Background: an optimization exercise with open tools, aiming at small area. Do not read the settings as production practice. Function was checked by simulation only, so behaviour that the tests miss may differ from the original. Power is estimated from default activity; no workload was simulated.

==> flow/design.v <==
module dp_engine (
    input  wire        clk,
    input  wire        rst,         
    input  wire        wr_en,
    input  wire [7:0]  wr_addr,
    input  wire [31:0] wr_data,
    input  wire [7:0]  rd_addr,
    output reg  [31:0] rd_data,
    output wire        busy,
    input  wire [7:0]  line_in,
    output reg  [7:0]  line_oe,
    output reg  [7:0]  line_out,
    output reg  [7:0]  line_pu,
    output reg  [7:0]  line_pd
);
    localparam [3:0] E_NONE    = 4'd0;
    localparam [3:0] E_ILLEGAL = 4'd1;
    localparam [3:0] E_UNBOUND = 4'd2;
    localparam [3:0] E_RANGE   = 4'd3;
    localparam [3:0] E_BIND    = 4'd4;
    localparam [3:0] E_SWD_ACK = 4'd5;
    localparam [7:0] OP_NOP     = 8'h00;
    localparam [7:0] OP_LREL    = 8'h01;
    localparam [7:0] OP_JBIND   = 8'h02;
    localparam [7:0] OP_SBIND   = 8'h03;
    localparam [7:0] OP_JCLK    = 8'h10;
    localparam [7:0] OP_JTDI    = 8'h11;
    localparam [7:0] OP_JTMS    = 8'h12;
    localparam [7:0] OP_JRDB    = 8'h13;
    localparam [7:0] OP_JIDLE   = 8'h14;
    localparam [7:0] OP_JSDR    = 8'h15;
    localparam [7:0] OP_JSIR    = 8'h16;
    localparam [7:0] OP_JSHIFT  = 8'h17;
    localparam [7:0] OP_JSEND   = 8'h18;
    localparam [7:0] OP_JTRST   = 8'h19;
    localparam [7:0] OP_JDETECT = 8'h20;
    localparam [7:0] OP_JIDS    = 8'h21;
    localparam [7:0] OP_JBYPASS = 8'h22;
    localparam [7:0] OP_JIDCHK  = 8'h23;
    localparam [7:0] OP_SLRST   = 8'h30;
    localparam [7:0] OP_SWAKE   = 8'h31;
    localparam [7:0] OP_SJ2S    = 8'h32;
    localparam [7:0] OP_SS2J    = 8'h33;
    localparam [7:0] OP_SIDCODE = 8'h34;
    localparam [7:0] OP_SPROBE  = 8'h35;
    localparam [127:0] C_ALERT = 128'h19BC0EA2_E3DDAFE9_86852D95_6209F392;
    localparam [7:0]   C_ACT   = 8'h1A;
    localparam [15:0]  C_J2S   = 16'hE79E;
    localparam [15:0]  C_S2J   = 16'hE73C;
    localparam [7:0]   C_HDR   = 8'hA5;
    localparam [2:0] CAP_NONE = 3'd0;
    localparam [2:0] CAP_ACC  = 3'd1;    
    localparam [2:0] CAP_RAW  = 3'd2;    
    localparam [2:0] CAP_IDS  = 3'd3;    
    localparam [2:0] CAP_DET  = 3'd4;    
    localparam [2:0] K_NEXT = 3'd0;      
    localparam [2:0] K_SEG  = 3'd1;      
    localparam [2:0] K_LOOP = 3'd2;      
    localparam [2:0] K_DONE = 3'd3;      
    localparam [2:0] R_TCK   = 3'd0;
    localparam [2:0] R_TMS   = 3'd1;
    localparam [2:0] R_TDI   = 3'd2;
    localparam [2:0] R_TRST  = 3'd3;
    localparam [2:0] R_SWCLK = 3'd4;
    localparam [2:0] R_SWDIO = 3'd5;
    localparam [2:0] R_LOOP  = 3'd6;
    localparam [3:0] S_IDLE = 4'd0;
    localparam [3:0] S_DEC = 4'd1;
    localparam [3:0] S_SEQ = 4'd3;
    localparam [3:0] S_LOOP = 4'd2;
    localparam [3:0] P_TMS = 4'd12;
    localparam [3:0] P_DRV = 4'd13;
    localparam [3:0] P_RISE = 4'd15;
    localparam [3:0] P_HW = 4'd14;
    localparam [3:0] P_FALL = 4'd10;
    localparam [3:0] P_LW = 4'd11;
    localparam [3:0] P_GAP = 4'd7;
    localparam [3:0] S_CHK = 4'd6;
    reg [31:0] cmd_r;
    reg [3:0]  err;
    reg        valid, echo, swd_ok, swd_par, sbit, jbound, sbound;
    reg [2:0]  swd_ack;
    reg [15:0] shadow;
    reg [31:0] pat, acc, swd_idcode;
    reg [5:0]  cnt;
    reg [7:0]  cand;
    reg [1:0]  pull;
    reg [4:0]  pm_tck, pm_tms, pm_tdi, pm_tdo;
    reg [4:0]  pm_trst, pm_swclk, pm_swdio;
    reg        trst_en;
    reg [1023:0] ring;           
    reg [4:0]    rot;
    reg [5:0]    ids_n;
    reg [3:0]  state;
    reg [4:0]  ph;           
    reg [15:0] bidx;         
    assign busy = (state != S_IDLE);
    wire [7:0]  opc  = cmd_r[7:0];
    wire        bop  = cmd_r[8];
    wire [15:0] nop_ = cmd_r[31:16];
    wire        swd  = opc[5] & opc[4];
    wire [2:0] r_tdo   = pm_tdo[2:0];
    wire [2:0] r_swdio = pm_swdio[2:0];
    reg        opc_known, uses_b, uses_n, need_j, need_s;
    always @(*) begin
        opc_known = 1'b0; uses_b = 1'b0; uses_n = 1'b0; need_j = 1'b0; need_s = 1'b0;
        case (opc)
            OP_NOP, OP_LREL, OP_JBIND, OP_SBIND, OP_JIDCHK: opc_known = 1'b1;
            OP_JCLK, OP_JRDB, OP_JIDLE, OP_JSDR, OP_JSIR, OP_JDETECT: begin
                opc_known = 1'b1; need_j = 1'b1;
            end
            OP_JTDI, OP_JTMS, OP_JTRST: begin
                opc_known = 1'b1; need_j = 1'b1; uses_b = 1'b1;
            end
            OP_JSHIFT, OP_JSEND, OP_JIDS, OP_JBYPASS: begin
                opc_known = 1'b1; need_j = 1'b1; uses_n = 1'b1;
            end
            OP_SLRST, OP_SWAKE, OP_SJ2S, OP_SS2J, OP_SIDCODE, OP_SPROBE: begin
                opc_known = 1'b1; need_s = 1'b1;
            end
            default: ;
        endcase
    end
    wire illegal = !opc_known || (cmd_r[15:9] != 7'd0) ||
                   (!uses_b && cmd_r[8]) || (!uses_n && cmd_r[31:16] != 16'd0);
    wire unbound = (need_j && !jbound) || (need_s && !sbound) ||
                   (opc == OP_JTRST && !trst_en);
    wire range_bad = (opc == OP_JSEND && nop_ == 16'd0) ||
                     ((opc == OP_JIDS || opc == OP_JBYPASS) && nop_ > 16'd32);
    wire jbind = !opc[0];        
    wire roles_hi = jbind ? ((pm_tck[4:3] != 2'd0) || (pm_tms[4:3] != 2'd0) ||
                             (pm_tdi[4:3] != 2'd0) || (pm_tdo[4:3] != 2'd0) ||
                             (trst_en && pm_trst[4:3] != 2'd0))
                          : ((pm_swclk[4:3] != 2'd0) || (pm_swdio[4:3] != 2'd0));
    wire [2:0] chk_l = bidx[2:0];
    wire h_a = (jbind ? pm_tck[2:0] : pm_swclk[2:0]) == chk_l;
    wire h_b = (jbind ? pm_tms[2:0] : pm_swdio[2:0]) == chk_l;
    wire h_c = jbind && (pm_tdi[2:0] == chk_l);
    wire h_d = jbind && (pm_tdo[2:0] == chk_l);
    wire h_e = jbind && trst_en && (pm_trst[2:0] == chk_l);
    wire chk_bad = (h_a && (h_b || h_c || h_d || h_e)) || (h_b && (h_c || h_d || h_e)) ||
                   (h_c && (h_d || h_e)) || (h_d && h_e) ||
                   ((h_a || h_b || h_c || h_d || h_e) && !cand[chk_l]);
    reg  [2:0]  kind;
    reg         l_en;        
    reg  [2:0]  l_role;
    reg         l_cfg, l_oe, l_drv, l_val;
    reg  [15:0] seg_l;       
    reg  [2:0]  walk;        
    reg         walk_en, tms_last, tdi_pat;
    reg  [2:0]  cap;
    reg         sw_wr, sw_rd;
    reg         sw_bit;
    wire [6:0] b7 = bidx[6:0];
    always @(*) begin
        kind = K_NEXT;
        l_en = 1'b0; l_role = R_TDI; l_cfg = 1'b0; l_oe = 1'b1; l_drv = 1'b0; l_val = 1'b0;
        seg_l = 16'd1; walk = 3'd0; walk_en = 1'b0; tms_last = 1'b0; tdi_pat = 1'b0;
        cap = CAP_NONE; sw_wr = 1'b0; sw_rd = 1'b0; sw_bit = 1'b0;
        case ({2'b00, opc[5:0]})
        OP_NOP: kind = K_DONE;
        OP_LREL: kind = (ph == 5'd0) ? K_LOOP : K_DONE;
        OP_JBIND: case (ph)
            5'd0: kind = K_LOOP;
            5'd1: begin l_en = 1'b1; l_role = R_TCK; l_cfg = 1'b1; l_drv = 1'b1; l_val = 1'b0; end
            5'd2: begin l_en = 1'b1; l_role = R_TMS; l_cfg = 1'b1; l_drv = 1'b1; l_val = 1'b1; end
            5'd3: begin l_en = 1'b1; l_role = R_TDI; l_cfg = 1'b1; l_drv = 1'b1; l_val = 1'b0; end
            5'd4: begin l_en = trst_en; l_role = R_TRST; l_cfg = 1'b1; l_drv = 1'b1; l_val = 1'b1; end
            default: kind = K_DONE;
        endcase
        OP_SBIND: case (ph)
            5'd0: kind = K_LOOP;
            5'd1: begin l_en = 1'b1; l_role = R_SWCLK; l_cfg = 1'b1; l_drv = 1'b1; l_val = 1'b0; end
            5'd2: begin l_en = 1'b1; l_role = R_SWDIO; l_cfg = 1'b1; l_drv = 1'b1; l_val = 1'b1; end
            default: kind = K_DONE;
        endcase
        OP_JCLK: kind = (ph == 5'd0) ? K_SEG : K_DONE;
        OP_JTDI: begin kind = K_DONE; l_en = 1'b1; l_role = R_TDI;  l_drv = 1'b1; l_val = bop; end
        OP_JTMS: begin kind = K_DONE; l_en = 1'b1; l_role = R_TMS;  l_drv = 1'b1; l_val = bop; end
        OP_JTRST: begin kind = K_DONE; l_en = 1'b1; l_role = R_TRST; l_drv = 1'b1; l_val = bop; end
        OP_JRDB: kind = K_DONE;
        OP_JIDLE: begin
            kind = (ph == 5'd0) ? K_SEG : K_DONE; seg_l = 16'd7; walk_en = 1'b1; walk = 3'd5;
        end
        OP_JSDR: begin
            kind = (ph == 5'd0) ? K_SEG : K_DONE; seg_l = 16'd3; walk_en = 1'b1; walk = 3'd1;
        end
        OP_JSIR: begin
            kind = (ph == 5'd0) ? K_SEG : K_DONE; seg_l = 16'd4; walk_en = 1'b1; walk = 3'd2;
        end
        OP_JSHIFT: begin
            kind = (ph == 5'd0 && nop_ != 16'd0) ? K_SEG : K_DONE;
            seg_l = nop_; tms_last = 1'b1; tdi_pat = 1'b1; cap = CAP_ACC;
        end
        OP_JSEND: case (ph)
            5'd0: begin kind = K_SEG; seg_l = 16'd3; walk_en = 1'b1; walk = 3'd1; end
            5'd1: begin kind = K_SEG; seg_l = nop_; tms_last = 1'b1; tdi_pat = 1'b1; cap = CAP_ACC; end
            5'd2: begin kind = K_SEG; seg_l = 16'd2; walk_en = 1'b1; walk = 3'd1; end
            default: kind = K_DONE;
        endcase
        OP_JDETECT: case (ph)
            5'd0, 5'd8: begin kind = K_SEG; seg_l = 16'd7; walk_en = 1'b1; walk = 3'd5; end
            5'd1: begin kind = K_SEG; seg_l = 16'd4; walk_en = 1'b1; walk = 3'd2; end
            5'd2, 5'd6: begin l_en = 1'b1; l_role = R_TDI; l_drv = 1'b1; l_val = 1'b1; end
            5'd3, 5'd5: begin kind = K_SEG; seg_l = 16'd128; end
            5'd4: begin l_en = 1'b1; l_role = R_TDI; l_drv = 1'b1; l_val = 1'b0; end
            5'd7: begin kind = K_SEG; seg_l = 16'd33; cap = CAP_DET; end
            default: kind = K_DONE;
        endcase
        OP_JIDS: case (ph)
            5'd0, 5'd4: begin kind = K_SEG; seg_l = 16'd7; walk_en = 1'b1; walk = 3'd5; end
            5'd1: begin kind = K_SEG; seg_l = 16'd3; walk_en = 1'b1; walk = 3'd1; end
            5'd2: begin l_en = 1'b1; l_role = R_TDI; l_drv = 1'b1; l_val = 1'b1; end
            5'd3: begin
                kind = (nop_ != 16'd0) ? K_SEG : K_NEXT;
                seg_l = {nop_[10:0], 5'd0}; cap = CAP_IDS;
            end
            default: kind = K_DONE;
        endcase
        OP_JBYPASS: case (ph)
            5'd0, 5'd7: begin kind = K_SEG; seg_l = 16'd7; walk_en = 1'b1; walk = 3'd5; end
            5'd1: begin kind = K_SEG; seg_l = 16'd4; walk_en = 1'b1; walk = 3'd2; end
            5'd2: begin l_en = 1'b1; l_role = R_TDI; l_drv = 1'b1; l_val = 1'b1; end
            5'd3: begin kind = K_SEG; seg_l = 16'd128; tms_last = 1'b1; end
            5'd8: kind = K_LOOP;
            5'd4: begin kind = K_SEG; seg_l = 16'd2; walk_en = 1'b1; walk = 3'd1; end
            5'd5: begin kind = K_SEG; seg_l = 16'd3; walk_en = 1'b1; walk = 3'd1; end
            5'd6: begin
                kind = K_SEG; seg_l = {9'd0, nop_[5], ~nop_[5], nop_[4:0]};
                tms_last = 1'b1; tdi_pat = 1'b1; cap = CAP_RAW;
            end
            default: kind = K_DONE;
        endcase
        OP_JIDCHK: kind = K_DONE;
        OP_SLRST: begin
            kind = (ph == 5'd0) ? K_SEG : K_DONE; seg_l = 16'd52; sw_wr = 1'b1; sw_bit = 1'b1;
        end
        OP_SWAKE: case (ph)
            5'd0: begin kind = K_SEG; seg_l = 16'd128; sw_wr = 1'b1; sw_bit = C_ALERT[b7]; end
            5'd1: begin kind = K_SEG; seg_l = 16'd4;   sw_wr = 1'b1; sw_bit = 1'b0; end
            5'd2: begin kind = K_SEG; seg_l = 16'd8;   sw_wr = 1'b1; sw_bit = C_ACT[b7[2:0]]; end
            default: kind = K_DONE;
        endcase
        OP_SJ2S, OP_SS2J: case (ph)
            5'd0: begin kind = K_SEG; seg_l = 16'd52; sw_wr = 1'b1; sw_bit = 1'b1; end
            5'd1: begin
                kind = K_SEG; seg_l = 16'd16; sw_wr = 1'b1;
                sw_bit = opc[0] ? C_S2J[b7[3:0]] : C_J2S[b7[3:0]];
            end
            default: kind = K_DONE;
        endcase
        OP_SIDCODE, OP_SPROBE: case (ph)
            5'd0, 5'd4, 5'd6: begin kind = K_SEG; seg_l = 16'd52; sw_wr = 1'b1; sw_bit = 1'b1; end
            5'd1: begin kind = K_SEG; seg_l = 16'd128; sw_wr = 1'b1; sw_bit = C_ALERT[b7]; end
            5'd2: begin kind = K_SEG; seg_l = 16'd4;   sw_wr = 1'b1; sw_bit = 1'b0; end
            5'd3: begin kind = K_SEG; seg_l = 16'd8;   sw_wr = 1'b1; sw_bit = C_ACT[b7[2:0]]; end
            5'd5: begin kind = K_SEG; seg_l = 16'd16;  sw_wr = 1'b1; sw_bit = C_J2S[b7[3:0]]; end
            5'd7: begin kind = K_SEG; seg_l = 16'd2;   sw_wr = 1'b1; sw_bit = 1'b0; end
            5'd8: begin kind = K_SEG; seg_l = 16'd8;   sw_wr = 1'b1; sw_bit = C_HDR[b7[2:0]]; end
            5'd9: begin l_en = 1'b1; l_role = R_SWDIO; l_cfg = 1'b1; l_oe = 1'b0; end
            5'd10: begin kind = K_SEG; seg_l = 16'd1; end
            5'd11: begin kind = K_SEG; seg_l = 16'd3; sw_rd = 1'b1; end
            5'd12: begin kind = (swd_ack == 3'b001) ? K_NEXT : K_SEG; seg_l = 16'd1; end
            5'd14: begin kind = K_SEG; seg_l = 16'd33; sw_rd = 1'b1; end
            5'd15: begin kind = K_SEG; seg_l = 16'd1; end
            default: begin
                kind = K_DONE;
                l_en = 1'b1; l_role = R_SWDIO; l_cfg = 1'b1; l_drv = 1'b1; l_val = 1'b0;
            end
        endcase
        default: kind = K_DONE;
        endcase
    end
    wire       last_now = (bidx + 16'd1 == seg_l);
    wire       pat_bit  = (bidx[15:5] == 11'd0) ? pat[bidx[4:0]] : 1'b0;
    wire       loop_echo = opc[5];
    reg        lw_en, lw_cfg, lw_oe, lw_drv, lw_val;
    reg  [2:0] lw_role;
    always @(*) begin
        lw_en = 1'b0; lw_role = l_role; lw_cfg = 1'b0; lw_oe = l_oe; lw_drv = 1'b1; lw_val = 1'b1;
        case (state)
            S_SEQ: begin
                lw_en = l_en && (kind == K_NEXT || kind == K_DONE);
                lw_cfg = l_cfg; lw_drv = l_drv; lw_val = l_val;
            end
            S_LOOP: begin
                lw_en = !loop_echo && cand[bidx[2:0]]; lw_role = R_LOOP; lw_cfg = 1'b1; lw_oe = 1'b0; lw_drv = 1'b0;
            end
            P_TMS: begin
                lw_en = !swd && (walk_en || (tms_last && last_now)); lw_role = R_TMS;
                lw_val = !walk_en || (bidx[2:0] < walk);
            end
            P_DRV: begin
                lw_en = swd ? sw_wr : tdi_pat; lw_role = swd ? R_SWDIO : R_TDI;
                lw_val = swd ? sw_bit : pat_bit;
            end
            P_RISE: begin lw_en = 1'b1; lw_role = swd ? R_SWCLK : R_TCK; lw_val = 1'b1; end
            P_FALL: begin lw_en = 1'b1; lw_role = swd ? R_SWCLK : R_TCK; lw_val = 1'b0; end
            default: ;
        endcase
    end
    reg [2:0] lw_line;
    always @(*) begin
        case (lw_role)
            R_TCK:   lw_line = pm_tck[2:0];
            R_TMS:   lw_line = pm_tms[2:0];
            R_TDI:   lw_line = pm_tdi[2:0];
            R_TRST:  lw_line = pm_trst[2:0];
            R_SWCLK: lw_line = pm_swclk[2:0];
            R_SWDIO: lw_line = pm_swdio[2:0];
            default: lw_line = bidx[2:0];
        endcase
    end
    wire [15:0] s = shadow;
    wire [15:0] nxt0 = { 1'b0, 1'b0, (s[12] | s[13]), 1'b0, (s[10] | s[11] | s[14]), s[9],
                         1'b0, 1'b0, 1'b0, (s[5] | s[6]), 1'b0, (s[3] | s[4] | s[7]),
                         s[2], 1'b0, (s[0] | s[1] | s[8] | s[15]), 1'b0 };
    wire [15:0] nxt1 = { (s[12] | s[14]), s[13], 1'b0, (s[10] | s[11]), 1'b0, 1'b0,
                         s[2], (s[5] | s[7]), s[6], 1'b0, (s[3] | s[4]), 1'b0,
                         1'b0, (s[1] | s[8] | s[15]), 1'b0, (s[0] | s[9]) };
    wire        tms_now   = line_out[pm_tms[2:0]];
    wire        trst_low  = trst_en && !line_out[pm_trst[2:0]];
    wire [15:0] shadow_nx = trst_low ? 16'h0001 : (tms_now ? nxt1 : nxt0);
    wire tdo_in   = line_in[r_tdo];
    wire swdio_in = line_in[r_swdio];
    wire ids_fall = (state == P_FALL) && (cap == CAP_IDS);
    genvar gi, gj;
    generate
        for (gj = 0; gj < 32; gj = gj + 1) begin : g_ring
            for (gi = 0; gi < 32; gi = gi + 1) begin : g_slot
                if (gi == ((6 * gj) % 32)) begin : g_ins
                    always @(posedge clk)
                        ring[32*gi + gj] <= (ids_fall && bidx[4:0] == gj) ? tdo_in
                                                                           : ring[32*((gi+31)%32) + gj];
                end else begin : g_mov
                    always @(posedge clk)
                        ring[32*gi + gj] <= ring[32*((gi+31)%32) + gj];
                end
            end
        end
    endgenerate
    always @(posedge clk) begin
        if (rst) rot <= 5'd0;
        else     rot <= rot + 5'd1;
    end
    wire [4:0]  rd_slot = rot - rd_addr[4:0];
    reg  [31:0] ring_rd;
    integer ri;
    always @(*) begin
        ring_rd = 32'd0;
        for (ri = 0; ri < 32; ri = ri + 1)
            ring_rd = ring_rd | (ring[32*ri +: 32] & {32{rd_slot == ri}});
    end
    wire ids_ok = ({1'b0, rd_addr[4:0]} < ids_n);
    wire [31:0] status_w = { shadow, 2'b00, sbound, jbound, sbit, swd_ack,
                             swd_par, swd_ok, echo, valid, err };
    always @(*) begin
        rd_data = 32'd0;
        if (rd_addr[7]) begin
            if (rd_addr[6:5] == 2'b00 && ids_ok) rd_data = ring_rd;
        end else begin
            case (rd_addr)
                8'h00: rd_data = cmd_r;
                8'h01: rd_data = status_w;
                8'h02: rd_data = pat;
                8'h03: rd_data = acc;
                8'h04: rd_data = {26'd0, cnt};
                8'h05: rd_data = {24'd0, cand};
                8'h06: rd_data = {30'd0, pull};
                8'h07: rd_data = {3'd0, pm_tdo, 3'd0, pm_tdi, 3'd0, pm_tms, 3'd0, pm_tck};
                8'h08: rd_data = {11'd0, pm_swdio, 3'd0, pm_swclk, trst_en, 2'd0, pm_trst};
                8'h09: rd_data = swd_idcode;
                default: rd_data = 32'd0;
            endcase
        end
    end
    integer li;
    always @(posedge clk) begin
        if (rst) begin
            line_oe <= 8'd0; line_out <= 8'd0; line_pu <= 8'd0; line_pd <= 8'd0;
        end else if (lw_en) begin
            for (li = 0; li < 8; li = li + 1) begin
                if (lw_line == li) begin
                    if (lw_cfg) begin
                        line_oe[li] <= lw_oe;
                        line_pu[li] <= (pull == 2'd1);
                        line_pd[li] <= (pull == 2'd2);
                    end
                    if (lw_drv) line_out[li] <= lw_val;
                end
            end
        end
    end
    always @(posedge clk) begin
        if (rst) begin
            state <= S_IDLE;
            cmd_r <= 32'd0; err <= E_NONE;
            valid <= 1'b0; echo <= 1'b0; swd_ok <= 1'b0; swd_par <= 1'b0;
            swd_ack <= 3'd0; sbit <= 1'b0; jbound <= 1'b0; sbound <= 1'b0;
            shadow <= 16'hFFFF;
            pat <= 32'd0; acc <= 32'd0; cnt <= 6'd0; swd_idcode <= 32'd0;
            cand <= 8'd0; pull <= 2'd0;
            pm_tck <= 5'd0; pm_tms <= 5'd0; pm_tdi <= 5'd0; pm_tdo <= 5'd0;
            pm_trst <= 5'd0; trst_en <= 1'b0; pm_swclk <= 5'd0; pm_swdio <= 5'd0;
            ids_n <= 6'd0;
        end else begin
            case (state)
            S_IDLE: begin
                if (wr_en) begin
                    case (wr_addr)
                        8'h00: begin cmd_r <= wr_data; state <= S_DEC; end
                        8'h02: pat <= wr_data;
                        8'h05: begin cand <= wr_data[7:0]; jbound <= 1'b0; sbound <= 1'b0; end
                        8'h06: pull <= (wr_data[1:0] == 2'd3) ? 2'd0 : wr_data[1:0];
                        8'h07: begin
                            pm_tck <= wr_data[4:0];   pm_tms <= wr_data[12:8];
                            pm_tdi <= wr_data[20:16]; pm_tdo <= wr_data[28:24];
                            jbound <= 1'b0;
                        end
                        8'h08: begin
                            pm_trst <= wr_data[4:0];   trst_en <= wr_data[7];
                            pm_swclk <= wr_data[12:8]; pm_swdio <= wr_data[20:16];
                            jbound <= 1'b0; sbound <= 1'b0;
                        end
                        default: ;
                    endcase
                end
            end
            S_DEC: begin
                ph <= (opc == OP_SIDCODE) ? 5'd8 : 5'd0;
                if (illegal) begin
                    err <= E_ILLEGAL; state <= S_IDLE;
                end else if (unbound) begin
                    err <= E_UNBOUND; state <= S_IDLE;
                end else if (range_bad) begin
                    err <= E_RANGE; state <= S_IDLE;
                end else if (opc == OP_JBIND || opc == OP_SBIND) begin
                    bidx <= 16'd0;
                    if (roles_hi) begin err <= E_BIND; state <= S_IDLE; end
                    else          state <= S_CHK;
                end else begin
                    state <= S_SEQ;
                end
            end
            S_CHK: begin
                bidx <= bidx + 16'd1;
                if (chk_bad) begin
                    err <= E_BIND; state <= S_IDLE;
                end else if (chk_l == 3'd7) begin
                    state <= S_SEQ;
                end
            end
            S_LOOP: begin
                bidx <= bidx + 16'd1;
                if (loop_echo) begin
                    acc <= {acc[0], acc[31:1]};
                    if (acc[0] != pat_bit) echo <= 1'b0;
                end
                if (bidx[2:0] == 3'd7 && (!loop_echo || bidx[4:3] == 2'd3)) begin
                    ph <= ph + 5'd1; bidx <= 16'd0; state <= S_SEQ;
                end
            end
            P_TMS: state <= P_DRV;
            P_DRV: state <= P_RISE;
            P_RISE: begin
                if (swd && sw_rd) begin
                    sbit <= swdio_in;
                    if (ph[0])           swd_ack <= {swdio_in, swd_ack[2:1]};
                    else if (!bidx[5])   swd_idcode <= {swdio_in, swd_idcode[31:1]};
                    else                 swd_par <= swdio_in;
                end
                state <= P_HW;
            end
            P_HW: state <= P_FALL;
            P_FALL: begin
                if (!swd) begin
                    sbit <= tdo_in;
                    shadow <= shadow_nx;
                    case (cap)
                        CAP_ACC: acc <= {acc[30:0], tdo_in};
                        CAP_RAW: acc <= {tdo_in, acc[31:1]};
                        default: ;
                    endcase
                end
                state <= P_LW;
            end
            P_LW: begin
                if (last_now || (cap == CAP_DET && sbit)) begin
                    ph <= ph + 5'd1; state <= S_SEQ;
                end else begin
                    bidx <= bidx + 16'd1;
                    state <= (cap == CAP_IDS && bidx[4:0] == 5'd31) ? P_GAP : P_TMS;
                end
            end
            P_GAP: state <= P_TMS;
            S_SEQ: begin
                bidx <= 16'd0;
                case (kind)
                    K_SEG: begin
                        if (cap != CAP_IDS || rot == 5'd26) state <= P_TMS;
                    end
                    K_LOOP: state <= S_LOOP;
                    K_DONE: begin err <= E_NONE; state <= S_IDLE; end
                    default: ph <= ph + 5'd1;
                endcase
                case (opc)
                OP_LREL: if (ph != 5'd0) begin jbound <= 1'b0; sbound <= 1'b0; end
                OP_JBIND: if (ph == 5'd5) begin
                    jbound <= 1'b1; sbound <= 1'b0; shadow <= 16'hFFFF;
                end
                OP_SBIND: if (ph == 5'd3) begin
                    sbound <= 1'b1; jbound <= 1'b0; shadow <= 16'hFFFF;
                end
                OP_JRDB: sbit <= tdo_in;
                OP_JTRST: if (!bop) shadow <= 16'h0001;
                OP_JSHIFT: if (ph == 5'd0) acc <= 32'd0;
                OP_JSEND: if (ph == 5'd1) acc <= 32'd0;
                OP_JDETECT: if (ph == 5'd8) cnt <= sbit ? bidx[5:0] : 6'd0;
                OP_JIDS: if (ph == 5'd0) ids_n <= nop_[5:0];
                OP_JBYPASS: if (ph == 5'd8) echo <= 1'b1;
                OP_JIDCHK: valid <= (pat[7:1] != 7'd0) && (pat[7:1] != 7'd1) && (pat[11:8] <= 4'd8);
                OP_SIDCODE, OP_SPROBE: begin
                    if (ph == 5'd8) swd_ok <= 1'b0;
                    if (ph == 5'd12 && swd_ack == 3'b001) ph <= 5'd14;
                    if (ph == 5'd13) begin
                        swd_idcode <= 32'd0; swd_par <= 1'b0; err <= E_SWD_ACK;
                    end
                    if (ph == 5'd16) swd_ok <= 1'b1;
                end
                default: ;
                endcase
            end
            default: state <= S_IDLE;
            endcase
        end
    end
endmodule
==> flow/flow/run.sh <==
#!/bin/bash
# The standard layout, with the port buffers made of the smallest buffer cell.
set -euo pipefail
export BUFFER_PORTS_ARGS="-buffer_cell sky130_fd_sc_hd__buf_1"
bash standard.sh > standard.log 2>&1
==> flow/standard.sh <==
#!/bin/bash
# synth_recipe.tcl (not shown) runs the flow's synth.tcl, then flattens the netlist and writes it again
# the make line also repeats each setting of config.mk as NAME=value (left out here)
make -C /OpenROAD-flow-scripts/flow DESIGN_CONFIG=/design/flow/config.mk WORK_HOME=/design/flow/orfs CLKGATE_MAP_FILE= SYNTH_SCRIPT=/design/flow/synth_recipe.tcl "${@:-finish}"
==> flow/config.mk <==
export PLATFORM = sky130hd
export DESIGN_NAME = dp_engine
export DESIGN_NICKNAME = dp_engine
export VERILOG_FILES = /design/flow/design.v
export SDC_FILE = /design/flow/constraint.sdc
export NUM_CORES = 4
export LEC_CHECK = 0
export CAP_MARGIN = 20
export CORE_MARGIN = 2
export CORE_UTILIZATION = 40
export CTS_CLUSTER_DIAMETER = 80
export CTS_CLUSTER_SIZE = 25
export SLEW_MARGIN = 20
==> flow/constraint.sdc <==
create_clock -name core_clock -period 10.0 [get_ports {clk}]
set_input_delay 2.0000 -clock core_clock [delete_from_list [all_inputs] [get_ports {clk}]]
set_output_delay 2.0000 -clock core_clock [all_outputs]
set_load 0.01 [all_outputs]
==> impl_results.md, run 1 <==
- Post-synth EDFFs: 21
- Setup violations, final: 0
- Slowest-stage cell, CP: nor3_2
- First-pass GRT wire length: 237 mm
- Final Skew: 0.0652 ns
- Final critical-path share of the clock period: 93.7%
- RR Startpoint: ph[0]$_DFFE_PP_
- Worst min path class: reg -> reg
- Final slew viol count: 0
- Deepest clock path buffer count: 3
- FILL cells: 10600
- CTS Buf Count: 66
- Clk latency of the worst-skew pair: 0.70 ns
- Max VDD drop: 0.150 mV
- Initial antenna violation count: 6
- Via count: 35500
- Relative slew slack: 15.3%
- Setup TNS: 0 ns
- Max FO, Critical Path: 25
- Clock tree from TritonCTS: done
- Synthesized cell area: 0.0447 mm^2
- Port Buffer Count: 123
- Post-Syn Nets: 4284
- Vias in the first global route: 33800
- Post-synthesis instance total: 4185
- DP HPWL: 110 mm
- Critical path class: in -> out
- Leak pwr: 17.6 nW
- CTS H-Tree Depth: 3
- Reg2reg path depth: 15
- Post-CTS Setup Bufs: 0
- Die span in y: 338 um
- Gpl congestion: 0.977
- Crit path top cell by count: buf_1
- Clock transition at path regs: 0.09 ns
- Fin. Hold Viols: 0
- Final nets: 4345
- Post-route ant nets: 0
- CP startpoint kind: primary input
- I/O pin count: 124
- Number of synthesis warnings: 1
- WL final: 165 mm
- # DRC: 0
- Post-Layout Cell Count: 5756
- Layout cells sized above 1: 8.95%
- Cts repair resizes: 0
- Worst R2R Setup Slack: 4.29 ns
- Final core occ: 44.6%
- Syn Area/Cell: 10.7 um^2
- Post-synthesis sequential area ratio: 59.5%
- Site Rows: 122
- Hold slack final: 0.305 ns
- Avg Vias per Cell: 6.17
- Hold_buf cts: 0
- Final Instance Area: 0.0495 mm^2
- Core ar.: 0.111 mm^2
- Prevailing post-synth register cell: dfxtp_1
- WL per Instance: 28.7 um
- WHS Endpoint: ring[959]$_DFF_P_
- RSZ-0062 raised after global routing: false
- Tot GR Track Use: 27.7%
- Die W: 338 um
- Die ar.: 0.114 mm^2
- Element type at the critical path end: output port
- HP Start: ring[927]$_DFF_P_
- Hold path cells: 0
- Placed Cells incl. Taps: 5663
- CP required: 8.00 ns
- Flops & latches, synth: 1317
- DRT Pass-1 Iters: 6
- Clock Sinks: 1317
- Worst-path cell chain: buf_1 -> clkinv_1 -> fa_1 -> a21o_1 -> a21oi_1 -> xor2_1 -> nand2_1 -> nor3_2 -> buf_4 -> a22oi_1 -> nand4_1 -> nor3_1 -> o21ai_0 -> buf_1
- Outcome: finished clean
- Final min period: 9.37 ns
- Clock Tree Root: clkbuf_16
- Async S/R FF share, synth: 0%
- Area grow syn2layout: 10.7%
- Initial DRC count: 4791
- PwrDens: 176 mW/mm^2
- Initial Util: 40.3%
- Largest net degree at the start of global routing: 165
- Fmax: 0.107 GHz
- Total grt overflow: 0
- Max Cap Violations: 0
- Post-synthesis cell type count: 101
- R2R Path End: line_pd[4]$_SDFFE_PP0P_
- Area after DPL: 0.0474 mm^2
- CP arrival: 7.37 ns
- Slew @ Worst Pin: 1.27 ns
- Max stage delay on crit path: 0.91 ns
how the worst max path moves through the flow:
stage                          start           to  slack (ns)  cells after the start
after floorplan           rd_addr[1]  rd_data[23]        2.93                     13
after global placement    rd_addr[1]   rd_data[3]        0.98                     17
after detailed placement  rd_addr[1]   rd_data[3]        0.93                     17
after CTS                 rd_addr[1]   rd_data[3]        0.92                     17
after global routing      rd_addr[1]  rd_data[28]        0.54                     14
final                     rd_addr[1]  rd_data[28]        0.63                     14
cells by family (layout without fill, tap and decap cells):
group | count (synthesis) | count (layout) | share of synthesized area [%]
simple gates | 1188 | 1188 | 13.0
fa+ha+maj | 41 | 41 | 1.16
mux | 158 | 158 | 4.23
buf+inv | 319 | 400 | 2.81
xor+xnor | 51 | 51 | 0.999
flops | 1317 | 1317 | 59.5
other cells | 0 | 2 | 0
compound gates | 1111 | 1111 | 18.4
cell usage in the layout, fill, tap and decap left out, types with 17 or more instances in the layout:
cell type / count
mux2_2: 36
buf_1: 122
nor3_2: 30
nor2_1: 220
mux2i_1: 100
xnor2_1: 21
nand2_1: 419
nand2b_1: 27
inv_1: 40
o211ai_1: 30
and3_1: 17
nor3_1: 65
ha_1: 39
dfxtp_1: 1296
clkbuf_16: 66
o21ai_0: 80
buf_4: 134
a22o_1: 160
nor2b_1: 23
a311oi_1: 33
a21oi_1: 214
a221oi_1: 173
xor2_1: 28
nand3_1: 149
edfxtp_1: 21
mux4_2: 21
a222oi_1: 18
nand4_1: 96
nor4_1: 17
a22oi_1: 262
metal layers:
metal,GRT usage [%],wire length (um)
met1,36.6,67500
met2,43.2,72500
met3,5.46,15600
met4,13.9,9330
met5,0,17
critical path, delay by kind of cell:
kind,cells,cell delay [ns]
AND/OR/NAND/NOR,4,1.47
adder cells (fa/ha/maj),1,0.72
buffers and inverters,4,1.69
XOR/XNOR,1,0.21
AO/OA/AOI/OAI,4,1.26
power breakdown:
group	internal [mW]	switching, mW
Sequential	5.26	0.00527
Clock	1.31	1.79
Combinational	0.0695	0.289
sequential cells by signal (all words and copies together), names as in the netlist, 8 cells and up, named ones only:
name / count
pat: 32
swd_idcode: 32
ring: 1024
cand: 8
bidx: 16
cmd_r: 32
line_out: 8
line_pu: 8
shadow: 16
line_oe: 8
acc: 32
line_pd: 8
cell usage after synthesis, drive strengths merged, types with 41 or more instances:
library cell / number / share of area (%)
a21oi: 216 / 2.4
a221oi: 173 / 3.4
a22o: 160 / 3.1
a22oi: 262 / 4.4
buf: 53 / 0.58
clkbuf: 224 / 1.9
dfxtp: 1296 / 58
inv: 41 / 0.34
mux2i: 100 / 2.2
nand2: 422 / 3.6
nand3: 150 / 1.7
nand4: 96 / 1.3
nor2: 225 / 1.9
nor3: 96 / 1.1
o21ai: 85 / 0.96
stage by stage:
stage	power, mW	setup slack [ns]
2_1_floorplan	5.52	2.93
3_3_place_gp	5.73	0.977
3_5_place_dp	5.73	0.934
4_1_cts	8.73	0.924
5_1_grt	8.94	0.536
6_report	8.72	0.632
area by class of cell:
class | instances | area, um^2 | share of cell area (%)
diodes | 2 | 5.00 | 0.0101
inverters | 42 | 158 | 0.319
clock buffers | 68 | 1670 | 3.37
repair buffers | 270 | 1700 | 3.44
clock inverters | 20 | 360 | 0.728
flip-flops and latches | 1317 | 26600 | 53.7
well taps | 1488 | 1860 | 3.76
multi-input cells | 2549 | 17100 | 34.6
==> run 2, diff against run 1 <==
==> flow/flow/run.sh (replaced) <==
#!/bin/bash
# The standard layout, with the port buffers made of the smallest buffer cell
# and a clock tree built without dummy balancing loads.
set -euo pipefail
export BUFFER_PORTS_ARGS="-buffer_cell sky130_fd_sc_hd__buf_1"
export CTS_ARGS="-sink_clustering_enable -repair_clock_nets -sink_clustering_size 25 -sink_clustering_max_diameter 80 -dont_use_dummy_load"
bash standard.sh > standard.log 2>&1
==> run 2 against run 1 <==
Die area stayed put. Synthesized area unchanged. Worst setup slack improved by 0.054 ns. Highest routed layer unchanged. Design area decreased by 0.77%. Critical path depth stayed put. Maximum frequency up 0.58%. Critical path type unchanged. Via count down 0.31%. Global-route usage fell by 0.053 points. Largest cell class unchanged. Clock skew grew 0.0023 ns.
==> impl_results.md, run 2 <==
- Outcome: finished clean
- Most flop-heavy register: ring
- Setup TNS: 0 ns
- Area fraction of the dominant cell type after synthesis: 58.0%
- Final slew viol count: 0
- Site Rows: 122
- I/O pin count: 124
- Layout cells sized above 1: 8.51%
- Post-route ant nets: 0
- R2R Path End: line_pd[4]$_SDFFE_PP0P_
- Initial Util: 40.3%
- Number of synthesis warnings: 1
- CP arrival: 7.31 ns
- Clock tree from TritonCTS: done
- Leading cell type in the layout, fill and taps excluded: dfxtp_1
- Avg Vias per Cell: 6.18
- Relative slew slack: 15.2%
- Port Buffer Count: 123
- Area grow syn2layout: 9.82%
- CTS Buf Count: 66
- Largest area contributor in the netlist: dfxtp_1
- Fmax: 0.107 GHz
- Post-synthesis cell type count: 101
- WL final: 165 mm
- Critical path class: in -> out
- Clk latency of the worst-skew pair: 0.68 ns
- Commonest cells in the netlist: 1296 x dfxtp_1, 420 x nand2_1, 262 x a22oi_1
- Largest net degree at the start of global routing: 165
- First-pass GRT wire length: 237 mm
- Initial DRC count: 4588
- DP HPWL: 110 mm
- Async S/R FF share, synth: 0%
- Synthesized cell area: 0.0447 mm^2
- DRT Pass-1 Iters: 9
- Clock Tree Root: clkbuf_16
- Max reg flops: 1024
- Die span in y: 338 um
- Clock Sinks: 1317
- Die W: 338 um
- CP Capture Point: rd_data[28]
- Gpl congestion: 0.977
- CTS H-Tree Depth: 3
- Placed Cells incl. Taps: 5663
- Via count: 35400
- Vias in the first global route: 33700
- Post-CTS Setup Bufs: 0
- FILL cells: 10600
- Count leader, synth: dfxtp_1
- Deepest clock path buffer count: 3
- Slew @ Worst Pin: 1.27 ns
- Fin. Hold Viols: 0
- Post-synthesis instance total: 4185
- Tot GR Track Use: 27.6%
- Core ar.: 0.111 mm^2
- Commonest non-fill, non-tap cells in the layout: 1296 x dfxtp_1, 419 x nand2_1, 262 x a22oi_1
- Post-synth EDFFs: 21
- Max Cap Violations: 0
- CP required: 8.00 ns
- RSZ-0062 raised after global routing: false
- Final min period: 9.31 ns
- WL per Instance: 28.7 um
- Area contributors post-synth: dfxtp_1 58%, a22oi_1 4.4%, nand2_1 3.5%
- PwrDens: 172 mW/mm^2
- Worst min path class: reg -> reg
- Cts repair resizes: 0
- Syn Area/Cell: 10.7 um^2
- Total grt overflow: 0
- Die ar.: 0.114 mm^2
- Initial antenna violation count: 5
- Max FO, Critical Path: 25
- Reg2reg path depth: 15
- Leak pwr: 17.4 nW
- Setup violations, final: 0
- Prevailing post-synth register cell: dfxtp_1
- Hold path cells: 0
- Worst R2R Setup Slack: 4.29 ns
- Final critical-path share of the clock period: 93.1%
- Final Skew: 0.0674 ns
- Post-Layout Cell Count: 5733
- RR Startpoint: ph[0]$_DFFE_PP_
- Max VDD drop: 0.135 mV
- Element type at the critical path end: output port
- Final nets: 4345
- Flops & latches, synth: 1317
- CP startpoint kind: primary input
- Post-synthesis sequential area ratio: 59.5%
- # DRC: 0
- Crit path launch: rd_addr[1]
- Hold_buf cts: 0
- Post-Syn Nets: 4284
- Clock transition at path regs: 0.09 ns
run 2: changes by cell type in the layout (fill, tap and decap cells not counted), moves of 2 or more:
| cell | change |
|---|---|
| inv_8 | -2 |
| clkinv_16 | -4 |
| clkinv_8 | -6 |
| inv_6 | -3 |
| bufinv_16 | -2 |
run 2: worst max-delay path: stages:
cell	delay (ns)
buf_1	0.19
clkinv_1	0.63
fa_1	0.73
a21o_1	0.19
a21oi_1	0.25
xor2_1	0.21
nand2_1	0.28
nor3_2	0.87
buf_4	0.62
a22oi_1	0.13
nand4_1	0.13
nor3_1	0.14
o21ai_0	0.68
buf_1	0.23
run 2: cell families after synthesis:
group	share of synthesized area, %
adders and majority gates	1.16
AOI/OAI and AO/OA	18.4
muxes	4.23
and+or+nand+nor	13.0
DFF	59.5
xor gates and xnor gates	0.999
buffers and inverters	2.81
run 2: report_power, final:
part	total [mW]	switching, mW	internal, mW
Sequential	5.26	0.00525	5.26
Clock	2.83	1.64	1.19
Combinational	0.359	0.289	0.0695
Total	8.45	1.94	6.51
run 2: cell type report:
type                       instances  area [um^2]  area share, %
timing repair buffer             270         1700           3.47
tap                             1488         1860           3.79
inverter                          42          158          0.321
antenna                            1         2.50        0.00510
clock buffer                      66         1650           3.36
multi-input combinational       2549        17100           34.9
sequential                      1317        26600           54.1
run 2: how the worst min path moves through the flow:
stage                        from                end  slack [ns]
6_report       ring[1015]$_DFF_P_   ring[23]$_DFF_P_        0.29
5_1_grt        ring[1015]$_DFF_P_   ring[23]$_DFF_P_        0.29
4_1_cts        ring[1015]$_DFF_P_   ring[23]$_DFF_P_        0.29
3_5_place_dp    ring[165]$_DFF_P_  ring[197]$_DFF_P_        0.34
3_3_place_gp    ring[411]$_DFF_P_  ring[443]$_DFF_P_        0.33
2_1_floorplan    ring[68]$_DFF_P_  ring[100]$_DFF_P_        0.33
run 2: through the flow:
stage / area [um^2] / power, mW / hold WS, ns / worst slack (ns) / util [%]
CTS: 49100 / 8.46 / 0.291 / 0.924 / 44.3
global route: 49100 / 8.66 / 0.290 / 0.536 / 44.3
floorplan: 44700 / 5.52 / 0.331 / 2.93 / -
detailed placement: 47400 / 5.73 / 0.336 / 0.934 / 42.8
finish: 49100 / 8.45 / 0.286 / 0.686 / 44.3
global placement: 47400 / 5.73 / 0.332 / 0.977 / 42.8
run 2: per-layer routing:
metal | part of all wire, % | vias up | GRT usage (%)
met3 | 9.4 | 425 | 5.83
met4 | 5.5 | 8 | 13.7
met1 | 41 | 17400 | 36.3
met5 | 0.027 | - | 0
li1 | - | 15600 | -
met2 | 44 | 2017 | 43.2
==> run 3, diff against run 2 <==
==> flow/flow/run.sh (replaced) <==
#!/bin/bash
# The standard layout, with the port buffers made of the smallest buffer cell
# and a clock tree built without dummy balancing loads.
set -euo pipefail
export BUFFER_PORTS_ARGS="-buffer_cell sky130_fd_sc_hd__buf_1"
export CTS_ARGS="-sink_clustering_enable -repair_clock_nets -sink_clustering_size 28 -sink_clustering_max_diameter 90 -dont_use_dummy_load"
bash standard.sh > standard.log 2>&1
==> run 3 against run 2 <==
Worst setup slack better by 0.030 ns. First-iteration DRC count is 6.3% higher. Design area is 0.58% lower. Clock-buffer cell count is 11 lower. Die area stayed put. Largest power group unchanged. Highest routed layer unchanged.
==> impl_results.md, run 3 <==
- Port Buffer Count: 123
- Most flop-heavy register: ring
- Deepest clock path buffer count: 3
- Total grt overflow: 0
- First-pass GRT wire length: 236 mm
- Post-synthesis instance total: 4185
- FILL cells: 10600
- Largest area contributor in the netlist: dfxtp_1
- Leak pwr: 17.3 nW
- Initial DRC count: 4879
- Clock tree from TritonCTS: done
- Max FO, Critical Path: 13
- CTS Buf Count: 55
- Post-CTS Setup Bufs: 0
- Hold path cells: 0
- HP Start: ring[92]$_DFF_P_
- Layout cells sized above 1: 8.25%
- Worst min path class: reg -> reg
- Critical path class: in -> out
- Antenna diodes: 0
- Area grow syn2layout: 9.18%
- Worst R2R Setup Slack: 4.34 ns
- Die span in y: 338 um
- Initial Util: 40.3%
- Setup ws final: 0.715 ns
- Site Rows: 122
- Prevailing post-synth register cell: dfxtp_1
- Commonest cells in the netlist: 1296 x dfxtp_1, 420 x nand2_1, 262 x a22oi_1
- Post-Syn Nets: 4284
- Via count: 35400
- WL final: 164 mm
- PwrDens: 168 mW/mm^2
- R2R Path End: line_pd[4]$_SDFFE_PP0P_
- Avg Vias per Cell: 6.19
- Area contributors post-synth: dfxtp_1 58%, a22oi_1 4.4%, nand2_1 3.5%
- Post-route ant nets: 0
- Clock Tree Root: clkbuf_16
- Final Skew: 0.106 ns
- Post-synthesis sequential area ratio: 59.5%
- Final nets: 4333
- CP startpoint kind: primary input
- Fmax: 0.108 GHz
- Synthesized cell area: 0.0447 mm^2
- Final slew viol count: 0
- Syn Area/Cell: 10.7 um^2
- Outcome: finished clean
- Setup TNS: 0 ns
- CP required: 8.00 ns
- Final min period: 9.28 ns
- DP HPWL: 110 mm
- Post-synth EDFFs: 21
- Largest net degree at the start of global routing: 165
- Final critical-path share of the clock period: 92.8%
- Max VDD drop: 0.152 mV
- Max Cap Violations: 0
- Clock Sinks: 1317
- Area fraction of the dominant cell type after synthesis: 58.0%
- I/O pin count: 124
- Die W: 338 um
- RSZ-0062 raised after global routing: false
- Initial antenna violation count: 7
- CTS H-Tree Depth: 2
- Flops & latches, synth: 1317
- Hold_buf cts: 0
- Element type at the critical path end: output port
- Gpl congestion: 0.977
- Clock transition at path regs: 0.10 ns
- DP Worst Slack: 0.934 ns
- Reg2reg path depth: 15
- Cts repair resizes: 0
- Die ar.: 0.114 mm^2
- Final core occ: 44.0%
- Async S/R FF share, synth: 0%
- Count leader, synth: dfxtp_1
- Slew @ Worst Pin: 1.32 ns
- Reg area: 0.0266 mm^2
- CP arrival: 7.28 ns
- Fin. Hold Viols: 0
- # DRC: 0
- Max reg flops: 1024
- Post-synthesis cell type count: 101
- Number of synthesis warnings: 1
- Tot GR Track Use: 27.6%
- Vias in the first global route: 33800
- DRT Pass-1 Iters: 6
- WHS Endpoint: ring[124]$_DFF_P_
- WL per Instance: 28.7 um
- Clk latency of the worst-skew pair: 0.71 ns
- Core ar.: 0.111 mm^2
- RR Startpoint: ph[0]$_DFFE_PP_
- Footprint of the multi-input gates: 0.0171 mm^2
- Relative slew slack: 12.3%
- Leading cell type in the layout, fill and taps excluded: dfxtp_1
- Setup violations, final: 0
- Commonest non-fill, non-tap cells in the layout: 1296 x dfxtp_1, 419 x nand2_1, 262 x a22oi_1
-- run 3: changes by cell type in the layout (fill, tap and decap cells not counted) --
cell / before / now
clkbuf_4: 3 / 2
clkbuf_16: 66 / 55
diode_2: 1 / 0
-- run 3: worst max-delay path: stages --
cell      delay (ns)
buf_1           0.19
clkinv_1        0.62
fa_1            0.72
a21o_1          0.19
a21oi_1         0.26
xor2_1          0.21
nand2_1         0.30
nor3_2          0.85
buf_4           0.48
buf_4           0.25
a22o_1          0.15
a221oi_1        0.05
nand4_1         0.13
nor3_1          0.12
buf_4           0.19
o21ai_0         0.35
buf_1           0.20
-- run 3: stage by stage --
step | hold slack [ns] | cells | area (um^2) | power, mW
after floorplan | 0.331 | 4185 | 44700 | 5.52
after global placement | 0.332 | 5663 | 47400 | 5.73
after detailed placement | 0.336 | 5663 | 47400 | 5.73
after CTS | 0.292 | 5718 | 48800 | 8.20
after global routing | 0.300 | 5720 | 48800 | 8.40
final | 0.305 | 5720 | 48800 | 8.20
-- run 3: logic make-up (layout without fill, tap and decap cells) --
logic type | after synthesis | after routing | synth area share (%)
flip-flops | 1317 | 1317 | 59.5
multiplexers | 158 | 158 | 4.23
XOR/XNOR | 51 | 51 | 0.999
AO/OA/AOI/OAI | 1111 | 1111 | 18.4
AND/OR/NAND/NOR | 1188 | 1188 | 13.0
buffers and inverters | 319 | 366 | 2.81
adder cells (fa/ha/maj) | 41 | 41 | 1.16
-- run 3: worst max-delay path by stage --
stage                           from           to  slack, ns
final                     rd_addr[1]   rd_data[3]       0.72
after detailed placement  rd_addr[1]   rd_data[3]       0.93
after floorplan           rd_addr[1]  rd_data[23]       2.93
after global routing      rd_addr[1]  rd_data[30]       0.59
after CTS                 rd_addr[1]   rd_data[3]       0.92
after global placement    rd_addr[1]   rd_data[3]       0.98
-- run 3: metal layers --
layer	routed length [um]	global-route usage, %	part of all wire (%)
met1	67600	36.5	41
met2	73400	43.5	45
met3	14700	5.17	9.0
met4	8540	12.7	5.2
met5	67	0	0.041
-- run 3: layout make-up --
cell class	instances	share of cell area (%)
Inverter	42	0.323
Clock buffer	55	2.82
Timing Repair Buffer	269	3.47
Sequential cell	1317	54.5
Multi-Input combinational cell	2549	35.1
Tap cell	1488	3.82
-- run 3: power by group --
group	switching (mW)	total [mW]	leakage [nW]	internal [mW]
registers	0.00526	5.27	10.7	5.26
clock network	1.59	2.58	0.678	0.986
logic	0.289	0.358	5.91	0.0694

## static timing again, ports no longer ideal
Ports are ideal in the flow. The routed layouts listed here were re-timed in OpenROAD.
Step 1: set_driving_cell puts a clkbuf_16 on clk and a buf_2 on each other input, an assumption about the parent block.
Step 2, shift: input delay + t, output delay - t, t = (earliest + latest rising clock arrival at the registers) / 2. This alone moves slack from input paths to output paths.
Three values: no drivers, after step 1, after step 2; two values: the first two.
run | t, ns | setup slack, ns | worst setup path after step 2 | clock arrival spread, ns | slew at the worst register clock pin (ns)
run 1 | 0.744 | 0.632 / 0.581 / 0.581 | input to output | 0.072 / 0.072 | 0.11 / 0.11
run 2 | 0.702 | 0.686 / 0.634 / 0.634 | input to output | 0.115 / 0.115 | 0.11 / 0.11
run 3 | 0.731 | 0.715 / 0.671 / 0.671 | input to output | 0.109 / 0.109 | 0.12 / 0.12
After both steps setup and hold are still met in every run listed. The setup slack of run 2, which loses most, moves by -0.052 ns with the drivers and by -0.052 ns with both steps.
